Context: an optimization exercise on an open-source flow, tuned for small area and a short achievable clock period. The choices shown serve that exercise and are no tape-out recipe. Function was not checked in any run shown here: the RTL went through the layout flow alone. Power is estimated from default activity; no workload was simulated.

==> config.mk <==
export PLATFORM = sky130hd
export DESIGN_NAME = sfs
export DESIGN_NICKNAME = sfs
export VERILOG_FILES = /design/flow/design.v
export SDC_FILE = /design/flow/constraint.sdc
export NUM_CORES = 4
export LEC_CHECK = 0
export CAP_MARGIN = 10
export CORE_MARGIN = 2
export CORE_UTILIZATION = 65
export CTS_BUF_LIST = sky130_fd_sc_hd__clkbuf_8
export CTS_CLUSTER_DIAMETER = 70
export CTS_CLUSTER_SIZE = 14
export PLACE_DENSITY = 0.75
export SETUP_SLACK_MARGIN = 5
export SLEW_MARGIN = 10
export SYNTH_HIERARCHICAL = 1
export SYNTH_MINIMUM_KEEP_SIZE = 0
==> constraint.sdc <==
create_clock -name core_clock -period 12.0 [get_ports {clk}]
set_input_delay 2.4000 -clock core_clock [delete_from_list [all_inputs] [get_ports {clk}]]
set_output_delay 2.4000 -clock core_clock [all_outputs]
set_load 0.01 [all_outputs]
==> design.v <==
module sfs (
    input  wire        clk,
    input  wire        rst,         
    input  wire        clr,         
    input  wire        in_valid,
    input  wire [7:0]  in_data,
    output wire        in_ready,
    output wire        res_valid,
    output wire [1:0]  res_kind,    
    output wire [31:0] res_idx,
    output wire [15:0] res_x,
    output wire [15:0] res_y,
    output wire [15:0] res_z,
    output wire [31:0] res_ax,
    output wire [31:0] res_ay,
    output wire [31:0] res_az,
    output wire [31:0] res_loss,
    input  wire        cfg_we,
    input  wire [2:0]  cfg_addr,
    input  wire [31:0] cfg_wdata,
    output reg  [31:0] cfg_rdata
);
    localparam [7:0]  SYNC_VALUE  = 8'h53;
    localparam [15:0] SCALE_RESET = 16'd16;
    localparam [2:0] REG_SCALE      = 3'd0;
    localparam [2:0] REG_STATUS     = 3'd1;
    localparam [2:0] REG_SAMPLE_IDX = 3'd2;
    localparam [2:0] REG_LOSS_RUN   = 3'd3;
    localparam [2:0] REG_LOSS_TOTAL = 3'd4;
    reg [2:0]  pos;           
    reg [7:0]  buf0, buf1, buf2, buf3, buf4;    
    reg [31:0] idx;           
    reg        idx_wrap;      
    reg [31:0] loss_run;      
    reg [31:0] loss_total;    
    reg [15:0] scale_num;     
    sfs_ready u_ready (.rst(rst), .clr(clr), .ready(in_ready));
    wire accept  = in_valid & ~rst & ~clr;
    wire at_sync = (pos == 3'd0);
    wire is_sync = (in_data == SYNC_VALUE);
    wire at_emit = (pos == 3'd6);
    wire op_sync = accept & at_sync &  is_sync;
    wire op_lost = accept & at_sync & ~is_sync;
    wire op_data = accept & (pos >= 3'd1) & (pos <= 3'd5);
    wire op_emit = accept & at_emit;
    function [31:0] chain;
        input [31:0] c;
        integer i;
        reg [32:0] t;
        begin
            t[0] = 1'b1;
            for (i = 0; i < 32; i = i + 1)
                if (i % 4 == 3) t[i+1] = t[i-3] & (&c[i -: 4]);
                else            t[i+1] = t[i] & c[i];
            chain = t[31:0];
        end
    endfunction
    wire [31:0] idx_t        = chain(idx);
    wire [31:0] loss_run_t   = chain(loss_run);
    wire [31:0] loss_total_t = chain(loss_total);
    wire loss_run_go   = op_lost & ~(&loss_run);
    wire loss_total_go = op_lost & ~(&loss_total);
    wire [31:0] rd_data;
    sfs_rd5 #(.W(4)) u_rd0 (.addr(cfg_addr), .rst(rst),
        .v0(scale_num[3:0]), .v1({idx_wrap, pos}), .v2(idx[3:0]),
        .v3(loss_run[3:0]), .v4(loss_total[3:0]), .y(rd_data[3:0]));
    sfs_rd4 #(.W(6)) u_rd1 (.addr(cfg_addr), .rst(rst),
        .v0(scale_num[9:4]), .v2(idx[9:4]),
        .v3(loss_run[9:4]), .v4(loss_total[9:4]), .y(rd_data[9:4]));
    sfs_rd4 #(.W(6)) u_rd2 (.addr(cfg_addr), .rst(rst),
        .v0(scale_num[15:10]), .v2(idx[15:10]),
        .v3(loss_run[15:10]), .v4(loss_total[15:10]), .y(rd_data[15:10]));
    sfs_rd3 #(.W(8)) u_rd3 (.addr(cfg_addr), .rst(rst),
        .v2(idx[23:16]), .v3(loss_run[23:16]), .v4(loss_total[23:16]), .y(rd_data[23:16]));
    sfs_rd3 #(.W(8)) u_rd4 (.addr(cfg_addr), .rst(rst),
        .v2(idx[31:24]), .v3(loss_run[31:24]), .v4(loss_total[31:24]), .y(rd_data[31:24]));
    always @(*) cfg_rdata = rd_data;
    wire run_clear = rst | clr;
    always @(posedge clk) begin
        idx        <= (idx ^ (idx_t & {32{op_emit}})) & {32{~run_clear}};
        idx_wrap   <= (idx_wrap | (op_emit & (&idx))) & ~run_clear;
        loss_run   <= (loss_run ^ (loss_run_t & {32{loss_run_go}})) & {32{~(run_clear | op_emit)}};
        loss_total <= (loss_total ^ (loss_total_t & {32{loss_total_go}})) & {32{~run_clear}};
    end
    wire [15:0] scale_next = rst ? SCALE_RESET :
                             (cfg_we && cfg_addr == REG_SCALE) ? cfg_wdata[15:0] : scale_num;
    always @(posedge clk) begin
        scale_num <= scale_next;
        if (rst) begin
            pos        <= 3'd0;
        end else begin
            if (clr) begin
                pos        <= 3'd0;
            end else begin
                if (op_sync)
                    pos <= 3'd1;
                if (op_data)
                    pos <= pos + 3'd1;
                if (op_emit)
                    pos <= 3'd0;
            end
        end
    end
    reg [7:0]  d5;            
    always @(posedge clk) begin
        if (pos == 3'd1) buf0 <= in_data;
        if (pos == 3'd2) buf1 <= in_data;
        if (pos == 3'd3) buf2 <= in_data;
        if (pos == 3'd4) buf3 <= in_data;
        if (pos == 3'd5) buf4 <= in_data;
        if (at_emit)     d5   <= in_data;
    end
    reg [2:0] k1, k2, k3, k4, k5, k6;
    wire [2:0] k0 = op_emit ? 3'b110 :
                    op_lost ? 3'b101 :
                    accept  ? 3'b100 :
                    (clr & ~rst) ? 3'b001 : 3'b000;
    always @(posedge clk) begin
        if (rst) begin
            k1 <= 3'b001; k2 <= 3'd0; k3 <= 3'd0;
            k4 <= 3'd0; k5 <= 3'd0; k6 <= 3'd0;
        end else begin
            k1 <= k0; k2 <= k1; k3 <= k2;
            k4 <= k3; k5 <= k4; k6 <= k5;
        end
    end
    wire st1 = k1[1];
    wire st2 = k2[1];
    wire st3 = k3[1];
    wire st4 = k4[1];
    wire st5 = k5[1];
    reg [15:0] s_hold;
    always @(posedge clk)
        if (!(op_emit | st1 | st2 | st3 | st4)) s_hold <= scale_next;
    wire        hi     = st1 | st3 | st5;
    wire        st0    = ~(st1 | st2 | st3 | st4 | st5);
    wire [7:0]  m_b    = (buf0 & {8{st0}}) | (buf1 & {8{st1}}) | (buf2 & {8{st2}}) |
                         (buf3 & {8{st3}}) | (buf4 & {8{st4}}) | (d5   & {8{st5}});
    wire        m_prev = (st1 & buf0[7]) | (st3 & buf2[7]) | (st5 & buf4[7]);
    wire [15:0] m_s    = s_hold;
    reg  [23:0] q;                     
    wire [15:0] m_a    = q[23:8] & {16{hi}};
    wire [23:0] m_o;
    sfs_mac u_mac (.b(m_b), .prev(m_prev), .s(m_s), .a(m_a), .o(m_o));
    reg [7:0]  ax_lo, ay_lo, az_lo;
    reg [23:0] ax_hi, ay_hi;
    reg [7:0]  x0_keep, x1_keep, y0_keep, y1_keep;    
    always @(posedge clk) begin
        q <= m_o;
        if (st1) begin
            ax_lo   <= q[7:0];
            x0_keep <= buf0;
            x1_keep <= buf1;
            y0_keep <= buf2;
            y1_keep <= buf3;
        end
        if (st2) ax_hi <= q;
        if (st3) ay_lo <= q[7:0];
        if (st4) ay_hi <= q;
        if (st5) az_lo <= q[7:0];
    end
    reg [31:0] r;
    wire [31:0] r_t   = chain(r);
    wire        r_sat = &r;
    wire [31:0] r_inc = (r ^ r_t) | {32{r_sat}};
    wire        r_zero = k6[1] | (~k6[2] & k6[0]);    
    wire        r_step = k6[2] & k6[0] & ~r_sat;       
    always @(posedge clk) begin
        if (at_emit)
            r <= idx;
        else
            r <= (r ^ (r_t & {32{r_step}})) & {32{~r_zero}};
    end
    assign res_valid = k6[2] & ~rst;
    assign res_kind  = k6[1:0];
    assign res_idx   = r;
    assign res_loss  = r_inc;
    assign res_x     = {x1_keep, x0_keep};
    assign res_y     = {y1_keep, y0_keep};
    assign res_z     = {d5, buf4};
    assign res_ax    = {ax_hi, ax_lo};
    assign res_ay    = {ay_hi, ay_lo};
    assign res_az    = {q, az_lo};
endmodule
module sfs_rdsel (
    input  wire [2:0] addr,
    input  wire       rst,
    output wire       s0, s1, s2, s3, s4
);
    assign s0 = ~rst & (addr == 3'd0);
    assign s1 = ~rst & (addr == 3'd1);
    assign s2 = ~rst & (addr == 3'd2);
    assign s3 = ~rst & (addr == 3'd3);
    assign s4 = ~rst & (addr == 3'd4);
endmodule
module sfs_ready (input wire rst, input wire clr, output wire ready);
    assign ready = ~(rst | clr);
endmodule
module sfs_rd5 #(parameter W = 4) (
    input  wire [2:0]   addr,
    input  wire         rst,
    input  wire [W-1:0] v0, v1, v2, v3, v4,
    output wire [W-1:0] y
);
    wire s0, s1, s2, s3, s4;
    sfs_rdsel u_sel (.addr(addr), .rst(rst), .s0(s0), .s1(s1), .s2(s2), .s3(s3), .s4(s4));
    assign y = (v0 & {W{s0}}) | (v1 & {W{s1}}) | (v2 & {W{s2}}) |
               (v3 & {W{s3}}) | (v4 & {W{s4}});
endmodule
module sfs_rd4 #(parameter W = 6) (
    input  wire [2:0]   addr,
    input  wire         rst,
    input  wire [W-1:0] v0, v2, v3, v4,
    output wire [W-1:0] y
);
    wire s0, s1, s2, s3, s4;
    sfs_rdsel u_sel (.addr(addr), .rst(rst), .s0(s0), .s1(s1), .s2(s2), .s3(s3), .s4(s4));
    assign y = (v0 & {W{s0}}) | (v2 & {W{s2}}) | (v3 & {W{s3}}) | (v4 & {W{s4}});
endmodule
module sfs_rd3 #(parameter W = 8) (
    input  wire [2:0]   addr,
    input  wire         rst,
    input  wire [W-1:0] v2, v3, v4,
    output wire [W-1:0] y
);
    wire s0, s1, s2, s3, s4;
    sfs_rdsel u_sel (.addr(addr), .rst(rst), .s0(s0), .s1(s1), .s2(s2), .s3(s3), .s4(s4));
    assign y = (v2 & {W{s2}}) | (v3 & {W{s3}}) | (v4 & {W{s4}});
endmodule
module sfs_mac (
    input  wire [7:0]  b,
    input  wire        prev,
    input  wire [15:0] s,
    input  wire [15:0] a,
    output wire [23:0] o
);
    wire [8:0] bw = {b, prev};
    wire one0 = bw[1] ^ bw[0];
    wire two0 = (bw[2] & ~bw[1] & ~bw[0]) | (~bw[2] & bw[1] & bw[0]);
    wire neg0 = bw[2];
    wire t0 = (one0 & s[0]) ^ neg0;
    wire t1;
    sfs_bsel u_t1 (.one(one0), .two(two0), .neg(neg0), .s1(s[1]), .s0(s[0]), .y(t1));
    wire t2;
    sfs_bsel u_t2 (.one(one0), .two(two0), .neg(neg0), .s1(s[2]), .s0(s[1]), .y(t2));
    wire t3;
    sfs_bsel u_t3 (.one(one0), .two(two0), .neg(neg0), .s1(s[3]), .s0(s[2]), .y(t3));
    wire t4;
    sfs_bsel u_t4 (.one(one0), .two(two0), .neg(neg0), .s1(s[4]), .s0(s[3]), .y(t4));
    wire t5;
    sfs_bsel u_t5 (.one(one0), .two(two0), .neg(neg0), .s1(s[5]), .s0(s[4]), .y(t5));
    wire t6;
    sfs_bsel u_t6 (.one(one0), .two(two0), .neg(neg0), .s1(s[6]), .s0(s[5]), .y(t6));
    wire t7;
    sfs_bsel u_t7 (.one(one0), .two(two0), .neg(neg0), .s1(s[7]), .s0(s[6]), .y(t7));
    wire t8;
    sfs_bsel u_t8 (.one(one0), .two(two0), .neg(neg0), .s1(s[8]), .s0(s[7]), .y(t8));
    wire t9;
    sfs_bsel u_t9 (.one(one0), .two(two0), .neg(neg0), .s1(s[9]), .s0(s[8]), .y(t9));
    wire t10;
    sfs_bsel u_t10 (.one(one0), .two(two0), .neg(neg0), .s1(s[10]), .s0(s[9]), .y(t10));
    wire t11;
    sfs_bsel u_t11 (.one(one0), .two(two0), .neg(neg0), .s1(s[11]), .s0(s[10]), .y(t11));
    wire t12;
    sfs_bsel u_t12 (.one(one0), .two(two0), .neg(neg0), .s1(s[12]), .s0(s[11]), .y(t12));
    wire t13;
    sfs_bsel u_t13 (.one(one0), .two(two0), .neg(neg0), .s1(s[13]), .s0(s[12]), .y(t13));
    wire t14;
    sfs_bsel u_t14 (.one(one0), .two(two0), .neg(neg0), .s1(s[14]), .s0(s[13]), .y(t14));
    wire t15;
    sfs_bsel u_t15 (.one(one0), .two(two0), .neg(neg0), .s1(s[15]), .s0(s[14]), .y(t15));
    wire t16 = (two0 & s[15]) ^ neg0;
    wire t17 = ~neg0;
    wire one1 = bw[3] ^ bw[2];
    wire two1 = (bw[4] & ~bw[3] & ~bw[2]) | (~bw[4] & bw[3] & bw[2]);
    wire neg1 = bw[4];
    wire t18 = (one1 & s[0]) ^ neg1;
    wire t19;
    sfs_bsel u_t19 (.one(one1), .two(two1), .neg(neg1), .s1(s[1]), .s0(s[0]), .y(t19));
    wire t20;
    sfs_bsel u_t20 (.one(one1), .two(two1), .neg(neg1), .s1(s[2]), .s0(s[1]), .y(t20));
    wire t21;
    sfs_bsel u_t21 (.one(one1), .two(two1), .neg(neg1), .s1(s[3]), .s0(s[2]), .y(t21));
    wire t22;
    sfs_bsel u_t22 (.one(one1), .two(two1), .neg(neg1), .s1(s[4]), .s0(s[3]), .y(t22));
    wire t23;
    sfs_bsel u_t23 (.one(one1), .two(two1), .neg(neg1), .s1(s[5]), .s0(s[4]), .y(t23));
    wire t24;
    sfs_bsel u_t24 (.one(one1), .two(two1), .neg(neg1), .s1(s[6]), .s0(s[5]), .y(t24));
    wire t25;
    sfs_bsel u_t25 (.one(one1), .two(two1), .neg(neg1), .s1(s[7]), .s0(s[6]), .y(t25));
    wire t26;
    sfs_bsel u_t26 (.one(one1), .two(two1), .neg(neg1), .s1(s[8]), .s0(s[7]), .y(t26));
    wire t27;
    sfs_bsel u_t27 (.one(one1), .two(two1), .neg(neg1), .s1(s[9]), .s0(s[8]), .y(t27));
    wire t28;
    sfs_bsel u_t28 (.one(one1), .two(two1), .neg(neg1), .s1(s[10]), .s0(s[9]), .y(t28));
    wire t29;
    sfs_bsel u_t29 (.one(one1), .two(two1), .neg(neg1), .s1(s[11]), .s0(s[10]), .y(t29));
    wire t30;
    sfs_bsel u_t30 (.one(one1), .two(two1), .neg(neg1), .s1(s[12]), .s0(s[11]), .y(t30));
    wire t31;
    sfs_bsel u_t31 (.one(one1), .two(two1), .neg(neg1), .s1(s[13]), .s0(s[12]), .y(t31));
    wire t32;
    sfs_bsel u_t32 (.one(one1), .two(two1), .neg(neg1), .s1(s[14]), .s0(s[13]), .y(t32));
    wire t33;
    sfs_bsel u_t33 (.one(one1), .two(two1), .neg(neg1), .s1(s[15]), .s0(s[14]), .y(t33));
    wire t34 = (two1 & s[15]) ^ neg1;
    wire t35 = ~neg1;
    wire one2 = bw[5] ^ bw[4];
    wire two2 = (bw[6] & ~bw[5] & ~bw[4]) | (~bw[6] & bw[5] & bw[4]);
    wire neg2 = bw[6];
    wire t36 = (one2 & s[0]) ^ neg2;
    wire t37;
    sfs_bsel u_t37 (.one(one2), .two(two2), .neg(neg2), .s1(s[1]), .s0(s[0]), .y(t37));
    wire t38;
    sfs_bsel u_t38 (.one(one2), .two(two2), .neg(neg2), .s1(s[2]), .s0(s[1]), .y(t38));
    wire t39;
    sfs_bsel u_t39 (.one(one2), .two(two2), .neg(neg2), .s1(s[3]), .s0(s[2]), .y(t39));
    wire t40;
    sfs_bsel u_t40 (.one(one2), .two(two2), .neg(neg2), .s1(s[4]), .s0(s[3]), .y(t40));
    wire t41;
    sfs_bsel u_t41 (.one(one2), .two(two2), .neg(neg2), .s1(s[5]), .s0(s[4]), .y(t41));
    wire t42;
    sfs_bsel u_t42 (.one(one2), .two(two2), .neg(neg2), .s1(s[6]), .s0(s[5]), .y(t42));
    wire t43;
    sfs_bsel u_t43 (.one(one2), .two(two2), .neg(neg2), .s1(s[7]), .s0(s[6]), .y(t43));
    wire t44;
    sfs_bsel u_t44 (.one(one2), .two(two2), .neg(neg2), .s1(s[8]), .s0(s[7]), .y(t44));
    wire t45;
    sfs_bsel u_t45 (.one(one2), .two(two2), .neg(neg2), .s1(s[9]), .s0(s[8]), .y(t45));
    wire t46;
    sfs_bsel u_t46 (.one(one2), .two(two2), .neg(neg2), .s1(s[10]), .s0(s[9]), .y(t46));
    wire t47;
    sfs_bsel u_t47 (.one(one2), .two(two2), .neg(neg2), .s1(s[11]), .s0(s[10]), .y(t47));
    wire t48;
    sfs_bsel u_t48 (.one(one2), .two(two2), .neg(neg2), .s1(s[12]), .s0(s[11]), .y(t48));
    wire t49;
    sfs_bsel u_t49 (.one(one2), .two(two2), .neg(neg2), .s1(s[13]), .s0(s[12]), .y(t49));
    wire t50;
    sfs_bsel u_t50 (.one(one2), .two(two2), .neg(neg2), .s1(s[14]), .s0(s[13]), .y(t50));
    wire t51;
    sfs_bsel u_t51 (.one(one2), .two(two2), .neg(neg2), .s1(s[15]), .s0(s[14]), .y(t51));
    wire t52 = (two2 & s[15]) ^ neg2;
    wire t53 = ~neg2;
    wire one3 = bw[7] ^ bw[6];
    wire two3 = (bw[8] & ~bw[7] & ~bw[6]) | (~bw[8] & bw[7] & bw[6]);
    wire neg3 = bw[8];
    wire t54 = (one3 & s[0]) ^ neg3;
    wire t55;
    sfs_bsel u_t55 (.one(one3), .two(two3), .neg(neg3), .s1(s[1]), .s0(s[0]), .y(t55));
    wire t56;
    sfs_bsel u_t56 (.one(one3), .two(two3), .neg(neg3), .s1(s[2]), .s0(s[1]), .y(t56));
    wire t57;
    sfs_bsel u_t57 (.one(one3), .two(two3), .neg(neg3), .s1(s[3]), .s0(s[2]), .y(t57));
    wire t58;
    sfs_bsel u_t58 (.one(one3), .two(two3), .neg(neg3), .s1(s[4]), .s0(s[3]), .y(t58));
    wire t59;
    sfs_bsel u_t59 (.one(one3), .two(two3), .neg(neg3), .s1(s[5]), .s0(s[4]), .y(t59));
    wire t60;
    sfs_bsel u_t60 (.one(one3), .two(two3), .neg(neg3), .s1(s[6]), .s0(s[5]), .y(t60));
    wire t61;
    sfs_bsel u_t61 (.one(one3), .two(two3), .neg(neg3), .s1(s[7]), .s0(s[6]), .y(t61));
    wire t62;
    sfs_bsel u_t62 (.one(one3), .two(two3), .neg(neg3), .s1(s[8]), .s0(s[7]), .y(t62));
    wire t63;
    sfs_bsel u_t63 (.one(one3), .two(two3), .neg(neg3), .s1(s[9]), .s0(s[8]), .y(t63));
    wire t64;
    sfs_bsel u_t64 (.one(one3), .two(two3), .neg(neg3), .s1(s[10]), .s0(s[9]), .y(t64));
    wire t65;
    sfs_bsel u_t65 (.one(one3), .two(two3), .neg(neg3), .s1(s[11]), .s0(s[10]), .y(t65));
    wire t66;
    sfs_bsel u_t66 (.one(one3), .two(two3), .neg(neg3), .s1(s[12]), .s0(s[11]), .y(t66));
    wire t67;
    sfs_bsel u_t67 (.one(one3), .two(two3), .neg(neg3), .s1(s[13]), .s0(s[12]), .y(t67));
    wire t68;
    sfs_bsel u_t68 (.one(one3), .two(two3), .neg(neg3), .s1(s[14]), .s0(s[13]), .y(t68));
    wire t69;
    sfs_bsel u_t69 (.one(one3), .two(two3), .neg(neg3), .s1(s[15]), .s0(s[14]), .y(t69));
    wire t70 = (two3 & s[15]) ^ neg3;
    wire t71 = ~neg3;
    wire t72 = ~a[15];
    wire t73, t74;
    sfs_ha u_t73 (.a(t4), .b(t20), .s(t73), .co(t74));
    wire t75, t76;
    sfs_ha u_t75 (.a(t5), .b(t21), .s(t75), .co(t76));
    wire t77, t78;
    sfs_fa u_t77 (.a(t6), .b(t22), .c(t38), .s(t77), .co(t78));
    wire t79, t80;
    sfs_ha u_t79 (.a(t54), .b(neg3), .s(t79), .co(t80));
    wire t81, t82;
    sfs_fa u_t81 (.a(t7), .b(t23), .c(t39), .s(t81), .co(t82));
    wire t83, t84;
    sfs_ha u_t83 (.a(t55), .b(a[7]), .s(t83), .co(t84));
    wire t85, t86;
    sfs_fa u_t85 (.a(t8), .b(t24), .c(t40), .s(t85), .co(t86));
    wire t87, t88;
    sfs_ha u_t87 (.a(t56), .b(a[8]), .s(t87), .co(t88));
    wire t89, t90;
    sfs_fa u_t89 (.a(t9), .b(t25), .c(t41), .s(t89), .co(t90));
    wire t91, t92;
    sfs_ha u_t91 (.a(t57), .b(a[9]), .s(t91), .co(t92));
    wire t93, t94;
    sfs_fa u_t93 (.a(t10), .b(t26), .c(t42), .s(t93), .co(t94));
    wire t95, t96;
    sfs_ha u_t95 (.a(t58), .b(a[10]), .s(t95), .co(t96));
    wire t97, t98;
    sfs_fa u_t97 (.a(t11), .b(t27), .c(t43), .s(t97), .co(t98));
    wire t99, t100;
    sfs_ha u_t99 (.a(t59), .b(a[11]), .s(t99), .co(t100));
    wire t101, t102;
    sfs_fa u_t101 (.a(t12), .b(t28), .c(t44), .s(t101), .co(t102));
    wire t103, t104;
    sfs_ha u_t103 (.a(t60), .b(a[12]), .s(t103), .co(t104));
    wire t105, t106;
    sfs_fa u_t105 (.a(t13), .b(t29), .c(t45), .s(t105), .co(t106));
    wire t107, t108;
    sfs_ha u_t107 (.a(t61), .b(a[13]), .s(t107), .co(t108));
    wire t109, t110;
    sfs_fa u_t109 (.a(t14), .b(t30), .c(t46), .s(t109), .co(t110));
    wire t111, t112;
    sfs_ha u_t111 (.a(t62), .b(a[14]), .s(t111), .co(t112));
    wire t113, t114;
    sfs_fa u_t113 (.a(t15), .b(t31), .c(t47), .s(t113), .co(t114));
    wire t115, t116;
    sfs_fa u_t115 (.a(t63), .b(t72), .c(1'b1), .s(t115), .co(t116));
    wire t117, t118;
    sfs_fa u_t117 (.a(t16), .b(t32), .c(t48), .s(t117), .co(t118));
    wire t119, t120;
    sfs_ha u_t119 (.a(t64), .b(1'b1), .s(t119), .co(t120));
    wire t121, t122;
    sfs_fa u_t121 (.a(t17), .b(t33), .c(t49), .s(t121), .co(t122));
    wire t123, t124;
    sfs_ha u_t123 (.a(t34), .b(t50), .s(t123), .co(t124));
    wire t125, t126;
    sfs_ha u_t125 (.a(t2), .b(t18), .s(t125), .co(t126));
    wire t127, t128;
    sfs_ha u_t127 (.a(t3), .b(t19), .s(t127), .co(t128));
    wire t129, t130;
    sfs_fa u_t129 (.a(t73), .b(t36), .c(neg2), .s(t129), .co(t130));
    wire t131, t132;
    sfs_fa u_t131 (.a(t74), .b(t75), .c(t37), .s(t131), .co(t132));
    wire t133, t134;
    sfs_fa u_t133 (.a(t76), .b(t77), .c(t79), .s(t133), .co(t134));
    wire t135, t136;
    sfs_fa u_t135 (.a(t78), .b(t80), .c(t81), .s(t135), .co(t136));
    wire t137, t138;
    sfs_fa u_t137 (.a(t82), .b(t84), .c(t85), .s(t137), .co(t138));
    wire t139, t140;
    sfs_fa u_t139 (.a(t86), .b(t88), .c(t89), .s(t139), .co(t140));
    wire t141, t142;
    sfs_fa u_t141 (.a(t90), .b(t92), .c(t93), .s(t141), .co(t142));
    wire t143, t144;
    sfs_fa u_t143 (.a(t94), .b(t96), .c(t97), .s(t143), .co(t144));
    wire t145, t146;
    sfs_fa u_t145 (.a(t98), .b(t100), .c(t101), .s(t145), .co(t146));
    wire t147, t148;
    sfs_fa u_t147 (.a(t102), .b(t104), .c(t105), .s(t147), .co(t148));
    wire t149, t150;
    sfs_fa u_t149 (.a(t106), .b(t108), .c(t109), .s(t149), .co(t150));
    wire t151, t152;
    sfs_fa u_t151 (.a(t110), .b(t112), .c(t113), .s(t151), .co(t152));
    wire t153, t154;
    sfs_fa u_t153 (.a(t114), .b(t116), .c(t117), .s(t153), .co(t154));
    wire t155, t156;
    sfs_fa u_t155 (.a(t118), .b(t120), .c(t121), .s(t155), .co(t156));
    wire t157, t158;
    sfs_fa u_t157 (.a(t122), .b(t123), .c(t66), .s(t157), .co(t158));
    wire t159, t160;
    sfs_fa u_t159 (.a(t124), .b(t35), .c(t51), .s(t159), .co(t160));
    wire t161, t162;
    sfs_ha u_t161 (.a(t52), .b(t68), .s(t161), .co(t162));
    wire t163, t164;
    sfs_ha u_t163 (.a(t0), .b(neg0), .s(t163), .co(t164));
    wire t165, t166;
    sfs_ha u_t165 (.a(t1), .b(a[1]), .s(t165), .co(t166));
    wire t167, t168;
    sfs_fa u_t167 (.a(t125), .b(neg1), .c(a[2]), .s(t167), .co(t168));
    wire t169, t170;
    sfs_fa u_t169 (.a(t126), .b(t127), .c(a[3]), .s(t169), .co(t170));
    wire t171, t172;
    sfs_fa u_t171 (.a(t128), .b(t129), .c(a[4]), .s(t171), .co(t172));
    wire t173, t174;
    sfs_fa u_t173 (.a(t130), .b(t131), .c(a[5]), .s(t173), .co(t174));
    wire t175, t176;
    sfs_fa u_t175 (.a(t132), .b(t133), .c(a[6]), .s(t175), .co(t176));
    wire t177, t178;
    sfs_fa u_t177 (.a(t134), .b(t135), .c(t83), .s(t177), .co(t178));
    wire t179, t180;
    sfs_fa u_t179 (.a(t136), .b(t137), .c(t87), .s(t179), .co(t180));
    wire t181, t182;
    sfs_fa u_t181 (.a(t138), .b(t139), .c(t91), .s(t181), .co(t182));
    wire t183, t184;
    sfs_fa u_t183 (.a(t140), .b(t141), .c(t95), .s(t183), .co(t184));
    wire t185, t186;
    sfs_fa u_t185 (.a(t142), .b(t143), .c(t99), .s(t185), .co(t186));
    wire t187, t188;
    sfs_fa u_t187 (.a(t144), .b(t145), .c(t103), .s(t187), .co(t188));
    wire t189, t190;
    sfs_fa u_t189 (.a(t146), .b(t147), .c(t107), .s(t189), .co(t190));
    wire t191, t192;
    sfs_fa u_t191 (.a(t148), .b(t149), .c(t111), .s(t191), .co(t192));
    wire t193, t194;
    sfs_fa u_t193 (.a(t150), .b(t151), .c(t115), .s(t193), .co(t194));
    wire t195, t196;
    sfs_fa u_t195 (.a(t152), .b(t153), .c(t119), .s(t195), .co(t196));
    wire t197, t198;
    sfs_fa u_t197 (.a(t154), .b(t155), .c(t65), .s(t197), .co(t198));
    wire t199, t200;
    sfs_fa u_t199 (.a(t156), .b(t157), .c(1'b1), .s(t199), .co(t200));
    wire t201, t202;
    sfs_fa u_t201 (.a(t158), .b(t159), .c(t67), .s(t201), .co(t202));
    wire t203, t204;
    sfs_fa u_t203 (.a(t160), .b(t161), .c(1'b1), .s(t203), .co(t204));
    wire t205, t206;
    sfs_fa u_t205 (.a(t162), .b(t53), .c(t69), .s(t205), .co(t206));
    wire t207, t208;
    sfs_ha u_t207 (.a(t70), .b(1'b1), .s(t207), .co(t208));
    wire [23:0] r0 = {t208, t206, t204, t202, t200, t198, t196, t194, t192, t190, t188, t186, t184, t182, t180, t178, t176, t174, t172, t170, t168, t166, t164, t163};
    wire [23:0] r1 = {t71, t207, t205, t203, t201, t199, t197, t195, t193, t191, t189, t187, t185, t183, t181, t179, t177, t175, t173, t171, t169, t167, t165, a[0]};
    assign o = r0 + r1;
endmodule
module sfs_bsel (input wire one, input wire two, input wire neg, input wire s1, input wire s0, output wire y);
    assign y = ((one & s1) | (two & s0)) ^ neg;
endmodule
module sfs_fa (input wire a, input wire b, input wire c, output wire s, output wire co);
    assign s  = a ^ b ^ c;
    assign co = (a & b) | (a & c) | (b & c);
endmodule
module sfs_ha (input wire a, input wire b, output wire s, output wire co);
    assign s  = a ^ b;
    assign co = a & b;
endmodule
==> flow/run.sh <==
#!/bin/bash
# Layout flow: the standard ORFS flow (standard.sh, standard synthesis
# unchanged), with these changes to how the layout is made:
#  - the port buffers that buffer_ports adds are the smallest buffer cell
#    (every input and output still gets its own buffer);
#  - clock tree synthesis inserts no dummy loads.
# make's full output goes to standard.log in the folder this runs in; ORFS
# writes each step's own log under orfs/logs.
set -euo pipefail
bash standard.sh \
    "BUFFER_PORTS_ARGS=-buffer_cell sky130_fd_sc_hd__buf_1" \
    SETUP_SLACK_MARGIN=6 \
    "CTS_ARGS=-sink_clustering_enable -repair_clock_nets -dont_use_dummy_load -sink_clustering_size 14 -sink_clustering_max_diameter 70 -buf_list sky130_fd_sc_hd__clkbuf_8" \
    finish > standard.log 2>&1
==> standard.sh <==
#!/bin/bash
# synth_recipe.tcl (not shown) runs the flow's synth.tcl, then flattens the netlist and writes it again
# the make line also repeats each setting of config.mk as NAME=value (left out here)
make -C /OpenROAD-flow-scripts/flow DESIGN_CONFIG=/design/flow/config.mk WORK_HOME=/design/flow/orfs CLKGATE_MAP_FILE= SYNTH_SCRIPT=/design/flow/synth_recipe.tcl "${@:-finish}"
==> summary.txt, run 1 <==
Status
  • Outcome: complete, no violations

Critical path
  • Arrival time worst endpoint: 3.80 ns
  • Delay of the slowest critical-path stage: 0.46 ns
  • Worst path slowest cell: nor4b_4
  • Worst Setup End Kind: primary output
  • R2R setup slack: 6.13 ns
  • Worst R2R Start: k1[1]
  • Setup crit start: rst
  • Worst Setup Start Kind: input port
  • Crit-path max FO: 6
  • Worst r2r path cells: 21
  • R2R Path End: q[23]
  • WP data required: 9.60 ns
  • CP cell instances: clkbuf_16 -> buf_12 -> buf_16 -> nor4b_4 -> buf_4 -> a22oi_2 -> nand2_1 -> buf_2
  • Setup CP Type: in -> out

Hold path
  • Hold path depth: 1
  • Hold Crit Start: k3[2]
  • Worst hold endpoint: k4[2]
  • Hold Path Class: reg -> reg

Pwr
  • Pleak: 8.058 nW
  • Max VDD drop: 78.26 uV
  • Pwr dens: 97.43 nW/um^2
  • Total Power: 0.002156 W

GRT
  • First-pass GRT wire length: 76400 um
  • Via count of the first global-routing pass: 14330
  • Pin count of the biggest net entering global routing: 59
  • Global route total overflow: 0
  • Antenna violations before repair: 1
  • Total GRT Usage: 0.3115

Clock tree
  • TritonCTS Buffers: 30
  • Root Driver: clkbuf_8
  • Clock transition at path regs: 0.08 ns
  • Hold buffer count at cts: 0
  • Clk sink count: 358
  • Worst skew pair latency: 0.64 ns
  • TritonCTS clock tree: done
  • Clock Path Buffers: 3
  • H-tree levels: 1

Timing
  • TNS Setup: 0 ns
  • Fmax: 0.1613 GHz
  • Final worst-path cycle share: 0.5167
  • RSZ-0062 raised after global routing: true
  • Rel. slew slack: 0.1983
  • Hold slack: 0.4502 ns
  • Final count of negative-setup-slack endpoints: 0
  • Post-Route Skew: 0.1014 ns
  • Worst slew pin tran: 1.200 ns
  • Minimum clock period: 6.200 ns
  • Final hold vios: 0
  • Max Slew Vio Count: 0

Drt
  • WL/cell: 20.54 um
  • Initial DRT Pass Iterations: 8
  • DRC: 0
  • Initial DRC Count: 1339
  • DRT Wirelength: 50650 um
  • Via-to-Cell Ratio: 6.321
  • Routed via count: 15590
  • Antenna viol nets, final: 0

Final layout
  • P&R area growth vs syn: 16.92%
  • Share of layout cells above drive strength 1: 0.1432
  • Multi-input gate area: 10070 sq um
  • Register Area: 8857 sq um
  • Layout fillers: 1972
  • Commonest non-fill, non-tap cell in the layout: buf_1
  • Final Net Count: 2255
  • Commonest cells after routing, fill and taps aside: 239 x buf_1, 187 x dfxtp_1, 168 x edfxtp_1

Logic synthesis
  • Synthesized area per cell: 10.75 sq um
  • Gate Count Post-Synth: 1760
  • Synthesized area: 18930 sq um
  • Ys Warns: 7

Placement
  • Dpl hpwl: 33300 um
  • IO Port Bufs: 275
  • Placer Congestion: 0.8827

Floorplanning
  • Row count: 62
  • Core area: 28700 sq um
  • Initial core utilization: 0.6594
  • Die Y: 174.6 um
  • Die Wd: 174.6 um
  • Die ar.: 30500 sq um
  • I/O pin total: 292

Run
  • MaxCap Viol Count: 0
-- stage by stage --
stage	utilization	std cells	worst slack, ns	cell area [sq um]
final	0.7710	2466	5.800	22130
after global placement	0.7112	2360	5.240	20410
after CTS	0.7537	2426	5.871	21630
after global routing	0.7709	2465	5.793	22130
after floorplan	-	1764	6.023	19090
after detailed placement	0.7112	2360	5.135	20410
-- worst max-delay path, delay by kind of cell --
kind                   cells  cell delay, ns
buffers and inverters      5            0.75
AOI/OAI and AO/OA          1            0.05
and+or+nand+nor            2            0.59
-- flip-flops by register name, indices dropped and copies added, names as in the netlist, 16 cells and up --
signal	flops
scale_num	16
ax_hi	24
q	24
ay_hi	24
idx	32
r	32
loss_total	32
s_hold	16
loss_run	32
-- worst max-delay path by stage --
stage | end | cells after the start
floorplan | q[23] | 20
global placement | q[23] | 21
detailed placement | q[23] | 21
CTS | cfg_rdata[30] | 8
global route | cfg_rdata[5] | 8
finish | cfg_rdata[5] | 8
-- what timing repair did --
item                       CTS  global route
setup buffers               31            35
setup endpoints to repair   82            49
cloned                       5             4
gates resized for setup     78            75
pin swaps                   30            46
-- power by group --
part / total [W] / leakage, nW / internal (W) / switching [W]
clock network: 0.000590 / 0.216 / 0.000222 / 0.000368
registers: 0.00134 / 3.10 / 0.00131 / 0.0000327
logic: 0.000223 / 4.74 / 0.0000972 / 0.000126
-- final cells by class --
cell class                      count  share of cell area
Antenna cell                        1           0.0001131
Timing Repair Buffer              364             0.09522
Inverter                           53            0.008990
Sequential cell                   358              0.4003
Clock buffer                       30             0.01866
Multi-Input combinational cell   1276              0.4551
Tap cell                          384             0.02171
-- per-layer routing --
| layer | global-route usage | wire length [um] | up-vias |
|---|---|---|---|
| met5 | 0 | 13 | - |
| met4 | 0.1604 | 2707 | 2 |
| met3 | 0.03742 | 3721 | 146 |
| met2 | 0.5331 | 24900 | 728 |
| met1 | 0.3912 | 19310 | 7508 |
| li1 | - | - | 7204 |
==> inputs of run 2 (changes only) <==
--- a/design.v
+++ b/design.v
@@ -64,16 +64,19 @@
     sfs_rd5 #(.W(4)) u_rd0 (.addr(cfg_addr), .rst(rst),
         .v0(scale_num[3:0]), .v1({idx_wrap, pos}), .v2(idx[3:0]),
         .v3(loss_run[3:0]), .v4(loss_total[3:0]), .y(rd_data[3:0]));
-    sfs_rd4 #(.W(6)) u_rd1 (.addr(cfg_addr), .rst(rst),
-        .v0(scale_num[9:4]), .v2(idx[9:4]),
-        .v3(loss_run[9:4]), .v4(loss_total[9:4]), .y(rd_data[9:4]));
-    sfs_rd4 #(.W(6)) u_rd2 (.addr(cfg_addr), .rst(rst),
-        .v0(scale_num[15:10]), .v2(idx[15:10]),
-        .v3(loss_run[15:10]), .v4(loss_total[15:10]), .y(rd_data[15:10]));
-    sfs_rd3 #(.W(8)) u_rd3 (.addr(cfg_addr), .rst(rst),
-        .v2(idx[23:16]), .v3(loss_run[23:16]), .v4(loss_total[23:16]), .y(rd_data[23:16]));
-    sfs_rd3 #(.W(8)) u_rd4 (.addr(cfg_addr), .rst(rst),
-        .v2(idx[31:24]), .v3(loss_run[31:24]), .v4(loss_total[31:24]), .y(rd_data[31:24]));
+    genvar gs;
+    generate
+        for (gs = 1; gs < 4; gs = gs + 1) begin : g_rd4
+            sfs_rd4 #(.W(4)) u_rd (.addr(cfg_addr), .rst(rst),
+                .v0(scale_num[4*gs +: 4]), .v2(idx[4*gs +: 4]),
+                .v3(loss_run[4*gs +: 4]), .v4(loss_total[4*gs +: 4]), .y(rd_data[4*gs +: 4]));
+        end
+        for (gs = 4; gs < 8; gs = gs + 1) begin : g_rd3
+            sfs_rd3 #(.W(4)) u_rd (.addr(cfg_addr), .rst(rst),
+                .v2(idx[4*gs +: 4]), .v3(loss_run[4*gs +: 4]), .v4(loss_total[4*gs +: 4]),
+                .y(rd_data[4*gs +: 4]));
+        end
+    endgenerate
     always @(*) cfg_rdata = rd_data;
     wire run_clear = rst | clr;
     always @(posedge clk) begin
@@ -133,9 +136,8 @@
     always @(posedge clk)
         if (!(op_emit | st1 | st2 | st3 | st4)) s_hold <= scale_next;
     wire        hi     = st1 | st3 | st5;
-    wire        st0    = ~(st1 | st2 | st3 | st4 | st5);
-    wire [7:0]  m_b    = (buf0 & {8{st0}}) | (buf1 & {8{st1}}) | (buf2 & {8{st2}}) |
-                         (buf3 & {8{st3}}) | (buf4 & {8{st4}}) | (d5   & {8{st5}});
+    wire [7:0]  m_b    = st1 ? buf1 : st2 ? buf2 : st3 ? buf3 :
+                         st4 ? buf4 : st5 ? d5 : buf0;
     wire        m_prev = (st1 & buf0[7]) | (st3 & buf2[7]) | (st5 & buf4[7]);
     wire [15:0] m_s    = s_hold;
     reg  [23:0] q;                     
@@ -182,17 +184,6 @@
     assign res_ay    = {ay_hi, ay_lo};
     assign res_az    = {q, az_lo};
 endmodule
-module sfs_rdsel (
-    input  wire [2:0] addr,
-    input  wire       rst,
-    output wire       s0, s1, s2, s3, s4
-);
-    assign s0 = ~rst & (addr == 3'd0);
-    assign s1 = ~rst & (addr == 3'd1);
-    assign s2 = ~rst & (addr == 3'd2);
-    assign s3 = ~rst & (addr == 3'd3);
-    assign s4 = ~rst & (addr == 3'd4);
-endmodule
 module sfs_ready (input wire rst, input wire clr, output wire ready);
     assign ready = ~(rst | clr);
 endmodule
@@ -202,8 +193,11 @@
     input  wire [W-1:0] v0, v1, v2, v3, v4,
     output wire [W-1:0] y
 );
-    wire s0, s1, s2, s3, s4;
-    sfs_rdsel u_sel (.addr(addr), .rst(rst), .s0(s0), .s1(s1), .s2(s2), .s3(s3), .s4(s4));
+    wire s0 = ~rst & (addr == 3'd0);
+    wire s1 = ~rst & (addr == 3'd1);
+    wire s2 = ~rst & (addr == 3'd2);
+    wire s3 = ~rst & (addr == 3'd3);
+    wire s4 = ~rst & (addr == 3'd4);
     assign y = (v0 & {W{s0}}) | (v1 & {W{s1}}) | (v2 & {W{s2}}) |
                (v3 & {W{s3}}) | (v4 & {W{s4}});
 endmodule
@@ -213,8 +207,10 @@
     input  wire [W-1:0] v0, v2, v3, v4,
     output wire [W-1:0] y
 );
-    wire s0, s1, s2, s3, s4;
-    sfs_rdsel u_sel (.addr(addr), .rst(rst), .s0(s0), .s1(s1), .s2(s2), .s3(s3), .s4(s4));
+    wire s0 = ~rst & (addr == 3'd0);
+    wire s2 = ~rst & (addr == 3'd2);
+    wire s3 = ~rst & (addr == 3'd3);
+    wire s4 = ~rst & (addr == 3'd4);
     assign y = (v0 & {W{s0}}) | (v2 & {W{s2}}) | (v3 & {W{s3}}) | (v4 & {W{s4}});
 endmodule
 module sfs_rd3 #(parameter W = 8) (
@@ -223,8 +219,9 @@
     input  wire [W-1:0] v2, v3, v4,
     output wire [W-1:0] y
 );
-    wire s0, s1, s2, s3, s4;
-    sfs_rdsel u_sel (.addr(addr), .rst(rst), .s0(s0), .s1(s1), .s2(s2), .s3(s3), .s4(s4));
+    wire s2 = ~rst & (addr == 3'd2);
+    wire s3 = ~rst & (addr == 3'd3);
+    wire s4 = ~rst & (addr == 3'd4);
     assign y = (v2 & {W{s2}}) | (v3 & {W{s3}}) | (v4 & {W{s4}});
 endmodule
 module sfs_mac (
--- a/flow/run.sh
+++ b/flow/run.sh
@@ -10,5 +10,5 @@
 bash standard.sh \
     "BUFFER_PORTS_ARGS=-buffer_cell sky130_fd_sc_hd__buf_1" \
     SETUP_SLACK_MARGIN=6 \
-    "CTS_ARGS=-sink_clustering_enable -repair_clock_nets -dont_use_dummy_load -sink_clustering_size 14 -sink_clustering_max_diameter 70 -buf_list sky130_fd_sc_hd__clkbuf_8" \
+    "CTS_ARGS=-sink_clustering_enable -repair_clock_nets -dont_use_dummy_load -sink_clustering_size 16 -buf_list sky130_fd_sc_hd__clkbuf_4" \
     finish > standard.log 2>&1
--- a/config.mk
+++ b/config.mk
@@ -8,9 +8,8 @@
 export CAP_MARGIN = 10
 export CORE_MARGIN = 2
 export CORE_UTILIZATION = 65
-export CTS_BUF_LIST = sky130_fd_sc_hd__clkbuf_8
-export CTS_CLUSTER_DIAMETER = 70
-export CTS_CLUSTER_SIZE = 14
+export CTS_BUF_LIST = sky130_fd_sc_hd__clkbuf_4
+export CTS_CLUSTER_SIZE = 16
 export PLACE_DENSITY = 0.75
 export SETUP_SLACK_MARGIN = 5
 export SLEW_MARGIN = 10
==> summary.txt, run 2 <==
Clock tree
  • H-tree levels: 3 (+2)
  • Clock Path Buffers: 3 (unchanged)
  • Hold buffer count at cts: 0 (unchanged)
  • Clk sink count: 358 (unchanged)
  • Worst skew pair latency: 0.74 ns (+0.10 ns)
  • TritonCTS clock tree: done
  • Clock transition at path regs: 0.06 ns (-0.02 ns)
  • TritonCTS Buffers: 87 (+190%)
  • Root Driver: clkbuf_4

Final layout
  • P&R area growth vs syn: 14.28%
  • Commonest cells after routing, fill and taps aside: 261 x buf_1, 187 x dfxtp_1, 168 x edfxtp_1
  • Final Net Count: 2260 (+0.22%)
  • Util after Layout: 0.7489 (-0.02209)
  • Share of layout cells above drive strength 1: 0.1419 (-0.001302)
  • Commonest non-fill, non-tap cell in the layout: buf_1
  • Non-filler cells, final: 2477 (+0.45%)
  • Layout fillers: 2125 (+7.8%)

Logic synthesis
  • Register area share after synthesis: 0.4593
  • Simple-Gate Fraction of Synth Area: 0.1536
  • Mux cell area share after synthesis: 0.04020
  • Largest family of logic cells by synthesized area: simple AND/OR/NAND/NOR gates
  • Synth Area in Compound Gates: 0.1464
  • Most numerous cell in the Yosys netlist: dfxtp_1
  • Post-synth top area share: 0.2618
  • Ys Warns: 7 (unchanged)
  • Synthesized area per cell: 11.04 sq um (+2.7%)
  • Async set-reset flop share out of synthesis: 0
  • Top area cells in the synthesized netlist: edfxtp_1 26%, dfxtp_1 20%, fa_1 5.2%, xnor2_1 4.9%, ha_1 4.8%
  • Synthesized area: 19270 sq um (+1.8%)
  • Seq cells post-synth: 358
  • Yosys top cell by area: edfxtp_1
  • Top_reg_cell synth: dfxtp_1
  • Yosys cell types: 85
  • Post-synth top cells: 190 x dfxtp_1, 168 x edfxtp_1, 131 x nand2_1
  • Post-synthesis adder-cell area fraction: 0.1000
  • Number of flops mapped to enable cells by yosys: 168
  • Gate Count Post-Synth: 1745 (-0.85%)
  • Fraction of synthesized cell area in xor and xnor cells: 0.07319

Drt
  • Initial DRT Pass Iterations: 5 (-3)
  • DRT Wirelength: 48710 um (-3.8%)
  • WL/cell: 19.66 um (-4.3%)
  • Initial DRC Count: 1051 (-22%)
  • Routed via count: 15080 (-3.3%)
  • Via-to-Cell Ratio: 6.088 (-3.7%)
  • Antenna viol nets, final: 0 (unchanged)
  • DRC: 0 (unchanged)

Floorplanning
  • Core area: 29400 sq um (+2.4%)
  • Initial core utilization: 0.6553 (-0.004068)
  • Row count: 63 (+1.6%)
  • I/O pin total: 292 (unchanged)
  • Die ar.: 31040 sq um (+1.8%)
  • Die Y: 176.2 um (+0.88%)
  • Die Wd: 176.2 um (+0.88%)

Timing
  • Fmax: 0.1653 GHz (+2.5%)
  • Final worst-path cycle share: 0.5043 (-0.01240)
  • Worst slew pin tran: 1.157 ns (-0.04271 ns)
  • Minimum clock period: 6.051 ns (-0.1488 ns)
  • Max Slew Vio Count: 0 (unchanged)
  • Final count of negative-setup-slack endpoints: 0 (unchanged)
  • RSZ-0062 raised after global routing: true
  • Post-Route Skew: 0.1214 ns (+0.02003 ns)
  • Final hold vios: 0 (unchanged)
  • TNS Setup: 0 ns (unchanged)
  • Rel. slew slack: 0.2267 (+0.02840)
  • Hold slack: 0.3932 ns (-0.05707 ns)

GRT
  • Global route total overflow: 0 (unchanged)
  • Pin count of the biggest net entering global routing: 61 (+3.4%)
  • First-pass GRT wire length: 74250 um (-2.8%)
  • Via count of the first global-routing pass: 14300 (-0.20%)
  • Total GRT Usage: 0.2994 (-0.01203)
  • Antenna violations before repair: 2 (+1)

Critical path
  • Setup CP Type: in -> out
  • WP data required: 9.60 ns (about the same)
  • Worst Setup End Kind: primary output
  • Arrival time worst endpoint: 3.65 ns (-0.15 ns)
  • CP cell instances: clkbuf_2 -> clkbuf_16 -> or3_1 -> o22ai_1 -> buf_1
  • Worst path slowest cell: or3_1
  • Delay of the slowest critical-path stage: 0.45 ns (about the same)
  • Worst Setup Start Kind: input port
  • Crit-path max FO: 13 (+7)

Pwr
  • Total Power: 0.002297 W (+6.6%)
  • Sequential Power Share: 0.584 (-0.039)
  • Net Sw Frac: 0.2478 (+0.003657)
  • Gate power share: 0.090 (-0.013)
  • Cell Int Power: 0.001728 W (+6.0%)
  • Pleak: 7.747 nW (-3.9%)
  • NetSw: 0.0005691 W (+8.1%)
  • Max VDD drop: 68.34 uV (-13%)
  • Clk pwr share: 0.326 (+0.053)
  • Pwr dens: 104.3 nW/um^2 (+7.1%)

Placement
  • Placed cells: 2354 (-0.25%)
  • Placer Congestion: 0.9154 (+3.7%)
  • Dpl hpwl: 33320 um (about the same)
  • IO Port Bufs: 275 (unchanged)

Hold path
  • Hold Path Class: reg -> reg

Status
  • Outcome: complete, no violations

Run
  • MaxCap Viol Count: 0 (unchanged)
[run 2: logic make-up after synthesis]
logic type / count (synthesis)
and+or+nand+nor: 537
AOI/OAI and AO/OA: 368
DFF: 358
xor gates and xnor gates: 161
adders and majority gates: 124
buffers and inverters: 120
muxes: 76
other: 1
[run 2: critical path: cells and delay by family]
| kind | cells | cell delay [ns] |
|---|---|---|
| compound gates | 1 | 0.23 |
| buf+inv | 3 | 0.57 |
| simple gates | 1 | 0.45 |
[run 2: path summary, 6_finish.rpt]
check	from	slack [ns]	depth (start not counted)	end
max	cfg_addr[1]	5.95	5	cfg_rdata[9]
min	k4[0]	0.39	1	k5[0]
max reg2reg	k5[1]	6.21	23	q[23]
min reg2reg	k4[0]	0.39	1	k5[0]
[run 2: per-module statistics from Yosys (local to each module, per instance), a selection]
module / cell area [sq um] / cells inside / copies in the design / flip-flops and latches
sfs_ha: 12.51 / 1 / 19 / 0
sfs_bsel: 21.27 / 2 / 60 / 0
sfs: 14170 / 1216 / 1 / 358
sfs_ready: 3.754 / 1 / 1 / 0
sfs_mac: 1525 / 221 / 1 / 0
sfs_fa: 20.02 / 1 / 49 / 0
[run 2: layout make-up]
cell class,instances,area [sq um],area share
inverter,40,150.1,0.006819
antenna,1,2.502,0.0001136
clock buffer,87,653.1,0.02966
sequential,358,8860,0.4024
timing repair buffer,329,1689,0.07671
tap,390,488.0,0.02216
multi-input combinational,1272,10180,0.4622
[run 2: power by group through the flow]
stage	logic, W	registers [W]	clock network (W)
2_1_floorplan	0.000134	0.00137	0
3_3_place_gp	0.000191	0.00137	0
3_5_place_dp	0.000196	0.00137	0
4_1_cts	0.000200	0.00134	0.000767
5_1_grt	0.000226	0.00135	0.000821
6_report	0.000207	0.00134	0.000748
[run 2: routing by layer]
layer | global-route usage | wire (um) | vias up
met2 | 0.5227 | 24730 | 552
met4 | 0.1291 | 1627 | 2
li1 | - | - | 7125
met1 | 0.3721 | 19450 | 7277
met5 | 0 | 13 | -
met3 | 0.04264 | 2881 | 124
[run 2: stage by stage]
stage,cell area (sq um),setup WS (ns)
after floorplan,19450,6.007
after global placement,20750,5.583
after detailed placement,20750,5.454
final,22020,5.949
after global routing,22020,5.939
after CTS,21560,5.993
[run 2: timing repair]
action                                  4_1_cts  5_1_grt
gates cloned                                  1        5
endpoints found under the setup margin       48       58
resized for setup                            26       28
pin swaps                                     3        8
setup buffers                                 3       26
==> inputs of run 3 (changes only) <==
--- a/design.v
+++ b/design.v
@@ -34,7 +34,7 @@
     reg [31:0] loss_run;      
     reg [31:0] loss_total;    
     reg [15:0] scale_num;     
-    sfs_ready u_ready (.rst(rst), .clr(clr), .ready(in_ready));
+    assign in_ready = ~(rst | clr);
     wire accept  = in_valid & ~rst & ~clr;
     wire at_sync = (pos == 3'd0);
     wire is_sync = (in_data == SYNC_VALUE);
@@ -43,103 +43,95 @@
     wire op_lost = accept & at_sync & ~is_sync;
     wire op_data = accept & (pos >= 3'd1) & (pos <= 3'd5);
     wire op_emit = accept & at_emit;
-    function [31:0] chain;
-        input [31:0] c;
-        integer i;
-        reg [32:0] t;
-        begin
-            t[0] = 1'b1;
-            for (i = 0; i < 32; i = i + 1)
-                if (i % 4 == 3) t[i+1] = t[i-3] & (&c[i -: 4]);
-                else            t[i+1] = t[i] & c[i];
-            chain = t[31:0];
-        end
-    endfunction
-    wire [31:0] idx_t        = chain(idx);
-    wire [31:0] loss_run_t   = chain(loss_run);
-    wire [31:0] loss_total_t = chain(loss_total);
-    wire loss_run_go   = op_lost & ~(&loss_run);
-    wire loss_total_go = op_lost & ~(&loss_total);
-    wire [31:0] rd_data;
-    sfs_rd5 #(.W(4)) u_rd0 (.addr(cfg_addr), .rst(rst),
-        .v0(scale_num[3:0]), .v1({idx_wrap, pos}), .v2(idx[3:0]),
-        .v3(loss_run[3:0]), .v4(loss_total[3:0]), .y(rd_data[3:0]));
-    genvar gs;
-    generate
-        for (gs = 1; gs < 4; gs = gs + 1) begin : g_rd4
-            sfs_rd4 #(.W(4)) u_rd (.addr(cfg_addr), .rst(rst),
-                .v0(scale_num[4*gs +: 4]), .v2(idx[4*gs +: 4]),
-                .v3(loss_run[4*gs +: 4]), .v4(loss_total[4*gs +: 4]), .y(rd_data[4*gs +: 4]));
-        end
-        for (gs = 4; gs < 8; gs = gs + 1) begin : g_rd3
-            sfs_rd3 #(.W(4)) u_rd (.addr(cfg_addr), .rst(rst),
-                .v2(idx[4*gs +: 4]), .v3(loss_run[4*gs +: 4]), .v4(loss_total[4*gs +: 4]),
-                .y(rd_data[4*gs +: 4]));
+    wire [31:0] loss_run_inc   = (loss_run   + 32'd1) | {32{&loss_run}};
+    wire [31:0] loss_total_inc = (loss_total + 32'd1) | {32{&loss_total}};
+    always @(*) begin
+        if (rst) begin
+            cfg_rdata = 32'd0;
+        end else begin
+            case (cfg_addr)
+                REG_SCALE:      cfg_rdata = {16'd0, scale_num};
+                REG_STATUS:     cfg_rdata = {28'd0, idx_wrap, pos};
+                REG_SAMPLE_IDX: cfg_rdata = idx;
+                REG_LOSS_RUN:   cfg_rdata = loss_run;
+                REG_LOSS_TOTAL: cfg_rdata = loss_total;
+                default:        cfg_rdata = 32'd0;
+            endcase
         end
-    endgenerate
-    always @(*) cfg_rdata = rd_data;
-    wire run_clear = rst | clr;
-    always @(posedge clk) begin
-        idx        <= (idx ^ (idx_t & {32{op_emit}})) & {32{~run_clear}};
-        idx_wrap   <= (idx_wrap | (op_emit & (&idx))) & ~run_clear;
-        loss_run   <= (loss_run ^ (loss_run_t & {32{loss_run_go}})) & {32{~(run_clear | op_emit)}};
-        loss_total <= (loss_total ^ (loss_total_t & {32{loss_total_go}})) & {32{~run_clear}};
     end
-    wire [15:0] scale_next = rst ? SCALE_RESET :
-                             (cfg_we && cfg_addr == REG_SCALE) ? cfg_wdata[15:0] : scale_num;
     always @(posedge clk) begin
-        scale_num <= scale_next;
         if (rst) begin
             pos        <= 3'd0;
+            idx        <= 32'd0;
+            idx_wrap   <= 1'b0;
+            loss_run   <= 32'd0;
+            loss_total <= 32'd0;
+            scale_num  <= SCALE_RESET;
         end else begin
             if (clr) begin
                 pos        <= 3'd0;
+                idx        <= 32'd0;
+                idx_wrap   <= 1'b0;
+                loss_run   <= 32'd0;
+                loss_total <= 32'd0;
             end else begin
                 if (op_sync)
                     pos <= 3'd1;
                 if (op_data)
                     pos <= pos + 3'd1;
-                if (op_emit)
-                    pos <= 3'd0;
+                if (op_lost) begin
+                    loss_run   <= loss_run_inc;
+                    loss_total <= loss_total_inc;
+                end
+                if (op_emit) begin
+                    pos      <= 3'd0;
+                    idx      <= idx + 32'd1;
+                    loss_run <= 32'd0;
+                    if (&idx)
+                        idx_wrap <= 1'b1;
+                end
             end
+            if (cfg_we && cfg_addr == REG_SCALE)
+                scale_num <= cfg_wdata[15:0];
         end
     end
     reg [7:0]  d5;            
+    reg [15:0] s_hold;        
     always @(posedge clk) begin
         if (pos == 3'd1) buf0 <= in_data;
         if (pos == 3'd2) buf1 <= in_data;
         if (pos == 3'd3) buf2 <= in_data;
         if (pos == 3'd4) buf3 <= in_data;
         if (pos == 3'd5) buf4 <= in_data;
-        if (at_emit)     d5   <= in_data;
+        if (at_emit) begin
+            d5     <= in_data;
+            s_hold <= scale_num;
+        end
     end
     reg [2:0] k1, k2, k3, k4, k5, k6;
     wire [2:0] k0 = op_emit ? 3'b110 :
                     op_lost ? 3'b101 :
                     accept  ? 3'b100 :
-                    (clr & ~rst) ? 3'b001 : 3'b000;
+                    (clr & ~rst) ? 3'b010 : 3'b000;
     always @(posedge clk) begin
         if (rst) begin
-            k1 <= 3'b001; k2 <= 3'd0; k3 <= 3'd0;
+            k1 <= 3'd0; k2 <= 3'd0; k3 <= 3'd0;
             k4 <= 3'd0; k5 <= 3'd0; k6 <= 3'd0;
         end else begin
             k1 <= k0; k2 <= k1; k3 <= k2;
             k4 <= k3; k5 <= k4; k6 <= k5;
         end
     end
-    wire st1 = k1[1];
-    wire st2 = k2[1];
-    wire st3 = k3[1];
-    wire st4 = k4[1];
-    wire st5 = k5[1];
-    reg [15:0] s_hold;
-    always @(posedge clk)
-        if (!(op_emit | st1 | st2 | st3 | st4)) s_hold <= scale_next;
+    wire st1 = k1[2] & k1[1];
+    wire st2 = k2[2] & k2[1];
+    wire st3 = k3[2] & k3[1];
+    wire st4 = k4[2] & k4[1];
+    wire st5 = k5[2] & k5[1];
     wire        hi     = st1 | st3 | st5;
     wire [7:0]  m_b    = st1 ? buf1 : st2 ? buf2 : st3 ? buf3 :
                          st4 ? buf4 : st5 ? d5 : buf0;
     wire        m_prev = (st1 & buf0[7]) | (st3 & buf2[7]) | (st5 & buf4[7]);
-    wire [15:0] m_s    = s_hold;
+    wire [15:0] m_s    = (st1 | st2 | st3 | st4 | st5) ? s_hold : scale_num;
     reg  [23:0] q;                     
     wire [15:0] m_a    = q[23:8] & {16{hi}};
     wire [23:0] m_o;
@@ -162,16 +154,16 @@
         if (st5) az_lo <= q[7:0];
     end
     reg [31:0] r;
-    wire [31:0] r_t   = chain(r);
-    wire        r_sat = &r;
-    wire [31:0] r_inc = (r ^ r_t) | {32{r_sat}};
-    wire        r_zero = k6[1] | (~k6[2] & k6[0]);    
-    wire        r_step = k6[2] & k6[0] & ~r_sat;       
+    wire [31:0] r_inc = (r + 32'd1) | {32{&r}};
     always @(posedge clk) begin
-        if (at_emit)
+        if (rst)
+            r <= 32'd0;
+        else if (op_emit)
             r <= idx;
-        else
-            r <= (r ^ (r_t & {32{r_step}})) & {32{~r_zero}};
+        else if (k6[1])
+            r <= 32'd0;
+        else if (k6[0])
+            r <= r_inc;
     end
     assign res_valid = k6[2] & ~rst;
     assign res_kind  = k6[1:0];
@@ -184,46 +176,6 @@
     assign res_ay    = {ay_hi, ay_lo};
     assign res_az    = {q, az_lo};
 endmodule
-module sfs_ready (input wire rst, input wire clr, output wire ready);
-    assign ready = ~(rst | clr);
-endmodule
-module sfs_rd5 #(parameter W = 4) (
-    input  wire [2:0]   addr,
-    input  wire         rst,
-    input  wire [W-1:0] v0, v1, v2, v3, v4,
-    output wire [W-1:0] y
-);
-    wire s0 = ~rst & (addr == 3'd0);
-    wire s1 = ~rst & (addr == 3'd1);
-    wire s2 = ~rst & (addr == 3'd2);
-    wire s3 = ~rst & (addr == 3'd3);
-    wire s4 = ~rst & (addr == 3'd4);
-    assign y = (v0 & {W{s0}}) | (v1 & {W{s1}}) | (v2 & {W{s2}}) |
-               (v3 & {W{s3}}) | (v4 & {W{s4}});
-endmodule
-module sfs_rd4 #(parameter W = 6) (
-    input  wire [2:0]   addr,
-    input  wire         rst,
-    input  wire [W-1:0] v0, v2, v3, v4,
-    output wire [W-1:0] y
-);
-    wire s0 = ~rst & (addr == 3'd0);
-    wire s2 = ~rst & (addr == 3'd2);
-    wire s3 = ~rst & (addr == 3'd3);
-    wire s4 = ~rst & (addr == 3'd4);
-    assign y = (v0 & {W{s0}}) | (v2 & {W{s2}}) | (v3 & {W{s3}}) | (v4 & {W{s4}});
-endmodule
-module sfs_rd3 #(parameter W = 8) (
-    input  wire [2:0]   addr,
-    input  wire         rst,
-    input  wire [W-1:0] v2, v3, v4,
-    output wire [W-1:0] y
-);
-    wire s2 = ~rst & (addr == 3'd2);
-    wire s3 = ~rst & (addr == 3'd3);
-    wire s4 = ~rst & (addr == 3'd4);
-    assign y = (v2 & {W{s2}}) | (v3 & {W{s3}}) | (v4 & {W{s4}});
-endmodule
 module sfs_mac (
     input  wire [7:0]  b,
     input  wire        prev,
==> run.sh (new file) <==
#!/bin/bash
# synth_recipe.tcl (not shown) runs the flow's synth.tcl, then flattens the netlist and writes it again
# the make line also repeats each setting of config.mk as NAME=value (left out here)
make -C /OpenROAD-flow-scripts/flow DESIGN_CONFIG=/design/flow/config.mk WORK_HOME=/design/flow/orfs CLKGATE_MAP_FILE= SYNTH_SCRIPT=/design/flow/synth_recipe.tcl finish
==> config.mk (replaced) <==
export PLATFORM = sky130hd
export DESIGN_NAME = sfs
export DESIGN_NICKNAME = sfs
export VERILOG_FILES = /design/flow/design.v
export SDC_FILE = /design/flow/constraint.sdc
export NUM_CORES = 4
export LEC_CHECK = 0
export CAP_MARGIN = 20
export CORE_MARGIN = 2
export CORE_UTILIZATION = 40
export SETUP_SLACK_MARGIN = 5
export SLEW_MARGIN = 20
removed: flow/run.sh
removed: standard.sh
==> summary.txt, run 3 <==
Timing
  • RSZ-0062 raised after global routing: true
  • Rel. slew slack: 0.2678 (+0.04111)
  • Final hold vios: 0 (unchanged)
  • Post-Route Skew: 0.01663 ns (-0.1048 ns)
  • Worst slew pin tran: 1.096 ns (-0.06129 ns)
  • Max Slew Vio Count: 0 (unchanged)
  • Final worst-path cycle share: 0.5721 (+0.06781)
  • TNS Setup: 0 ns (unchanged)
  • Final count of negative-setup-slack endpoints: 0 (unchanged)

Logic synthesis
  • Yosys cell types: 84 (-1.2%)
  • Synthesized area per cell: 9.431 sq um (-15%)
  • Register area share after synthesis: 0.4405 (-0.01876)
  • Gate Count Post-Synth: 2130 (+22%)
  • Ys Warns: 1 (-6)
  • Fraction of synthesized cell area in xor and xnor cells: 0.05450 (-0.01869)
  • Synth Area in Compound Gates: 0.2014 (+0.05499)
  • Simple-Gate Fraction of Synth Area: 0.1570 (+0.003441)
  • Post-synth top cells: 245 x a21oi_1, 190 x dfxtp_1, 185 x nand2_1
  • Yosys top cell by area: edfxtp_1
  • Mux cell area share after synthesis: 0.03077 (-0.009428)
  • Top area cells in the synthesized netlist: edfxtp_1 25%, dfxtp_1 19%, a21oi_1 6.1%, fa_1 4.3%, nand2_1 3.5%

Pwr
  • Gate power share: 0.148 (+0.058)
  • Clk pwr share: 0.403 (+0.077)
  • NetSw: 0.0008105 W (+42%)
  • Net Sw Frac: 0.2611 (+0.01337)
  • Sequential Power Share: 0.449 (-0.135)
  • Cell Int Power: 0.002293 W (+33%)
  • Max VDD drop: 99.11 uV (+45%)
  • Pleak: 8.772 nW (+13%)

Drt
  • Initial DRT Pass Iterations: 6 (+1)
  • Via-to-Cell Ratio: 5.919 (-2.8%)
  • DRT Wirelength: 65730 um (+35%)
  • Routed via count: 18110 (+20%)

Hold path
  • Hold path depth: 1 (unchanged)
  • Hold Path Class: reg -> reg
  • Hold Crit Start: k1[0]
  • Worst hold endpoint: k2[0]

Final layout
  • Multi-input gate area: 10760 sq um (+5.8%)
  • Commonest cells after routing, fill and taps aside: 271 x clkdlybuf4s50_1, 236 x a21oi_1, 188 x dfxtp_1
  • Finished Cell Area: 25200 sq um (+14%)
  • Non-filler cells, final: 3060 (+24%)
  • Util after Layout: 0.5053 (-0.2435)
  • Share of layout cells above drive strength 1: 0.08421 (-0.05769)
  • Layout fillers: 4642 (+120%)

Clock tree
  • Clock transition at path regs: 0.06 ns (about the same)
  • H-tree levels: 2 (-1)
  • Worst skew pair latency: 0.58 ns (-0.16 ns)
  • Clk sink count: 358 (unchanged)
  • Root Driver: clkbuf_16

GRT
  • Pin count of the biggest net entering global routing: 66 (+8.2%)
  • Via count of the first global-routing pass: 17220 (+20%)
  • First-pass GRT wire length: 99780 um (+34%)
  • Total GRT Usage: 0.2396 (-0.05988)

Placement
  • IO Port Bufs: 275 (unchanged)
  • Placed instance area: 23390 sq um (+13%)
  • Placed cells: 2975 (+26%)

Critical path
  • CP Buf/Inv Count: 3 (unchanged)
  • Worst path slowest cell: clkdlybuf4s50_1
  • Setup CP Type: in -> out
  • Worst Setup Start Kind: input port
  • Worst r2r path cells: 21 (-8.7%)
  • Delay of the slowest critical-path stage: 0.60 ns (+0.15 ns)
  • Arrival time worst endpoint: 4.47 ns (+0.82 ns)
  • CP cell instances: clkdlybuf4s15_1 -> inv_2 -> nand2_4 -> nor2_2 -> a22oi_1 -> a21oi_2 -> clkdlybuf4s50_1
  • Top delay family on crit path: buffers and inverters

Floorplanning
  • I/O pin total: 292 (unchanged)
  • Row count: 82 (+30%)
  • Core area: 49860 sq um (+70%)
  • Die ar.: 52030 sq um (+68%)

Run
  • MaxCap Viol Count: 0 (unchanged)

Status
  • Outcome: complete, no violations
[run 3: cell type report]
class / instances / share of cell area
diodes: 1 / 0.00009931
clock buffers: 65 / 0.04956
clock inverters: 10 / 0.004221
inverters: 66 / 0.01033
multi-input cells: 1577 / 0.4272
flip-flops and latches: 358 / 0.3513
well taps: 672 / 0.03337
repair buffers: 311 / 0.1240
[run 3: through the flow]
stage,power [W],hold slack [ns],setup slack (ns)
after floorplan,0.001680,0.4138,5.563
after global placement,0.001856,0.4319,4.040
after detailed placement,0.001865,0.4262,3.995
after CTS,0.003120,0.4435,4.979
after global routing,0.003227,0.4749,4.976
final,0.003104,0.4473,5.135
[run 3: worst register-to-register path: stages (launching register included)]
cell,delay [ns]
dfxtp_1,0.42
nand2_2,0.20
inv_1,0.13
buf_6,0.29
a211oi_1,0.08
o311ai_0,0.42
a22o_2,0.29
nand2_1,0.31
o221ai_1,0.34
a21oi_1,0.13
fa_1,0.56
fa_1,0.43
fa_1,0.47
ha_1,0.38
a21o_1,0.22
a21o_1,0.18
a21oi_2,0.20
a2bb2oi_1,0.26
a21oi_1,0.18
o41ai_2,0.34
or4b_2,0.61
o311ai_0,0.12
[run 3: how the worst max path moves through the flow]
stage                     start            to  slack [ns]  cells after the start
detailed placement        k1[2]         q[22]        4.00                     23
finish              cfg_addr[2]  cfg_rdata[5]        5.13                      7
CTS                       k2[1]         q[22]        4.98                     23
global route              k2[1]         q[22]        4.98                     23
global placement    cfg_addr[1]  cfg_rdata[5]        4.04                      6
floorplan                 k4[2]         q[22]        5.56                     21
[run 3: cells by family after synthesis]
logic type               after synthesis
flip-flops                           358
buffers and inverters                198
AND/OR/NAND/NOR                      654
multiplexers                          58
AO/OA/AOI/OAI                        641
adder cells (fa/ha/maj)               96
XOR/XNOR                             125
[run 3: timing repair]
item	CTS	global route
cloned	1	4
gates resized for setup	46	40
buffers inserted	2	2
setup endpoints to repair	26	17
pin swaps	3	6
[run 3: per-layer routing]
| layer | vias to the layer above | track usage | wire length (um) | share of wire |
|---|---|---|---|---|
| li1 | 8326 | - | - | - |
| met1 | 8823 | 0.3098 | 26990 | 0.41 |
| met2 | 815 | 0.4044 | 31600 | 0.48 |
| met3 | 145 | 0.03975 | 4890 | 0.074 |
| met4 | 2 | 0.08578 | 2240 | 0.034 |
| met5 | - | 0 | 13 | 0.00020 |
[run 3: power by group through the flow]
stage	clock (W)	combinational (W)	sequential, W
floorplan	0	0.000265	0.00142
global placement	0	0.000437	0.00142
detailed placement	0	0.000444	0.00142
CTS	0.00128	0.000451	0.00139
global route	0.00132	0.000503	0.00140
finish	0.00125	0.000460	0.00139
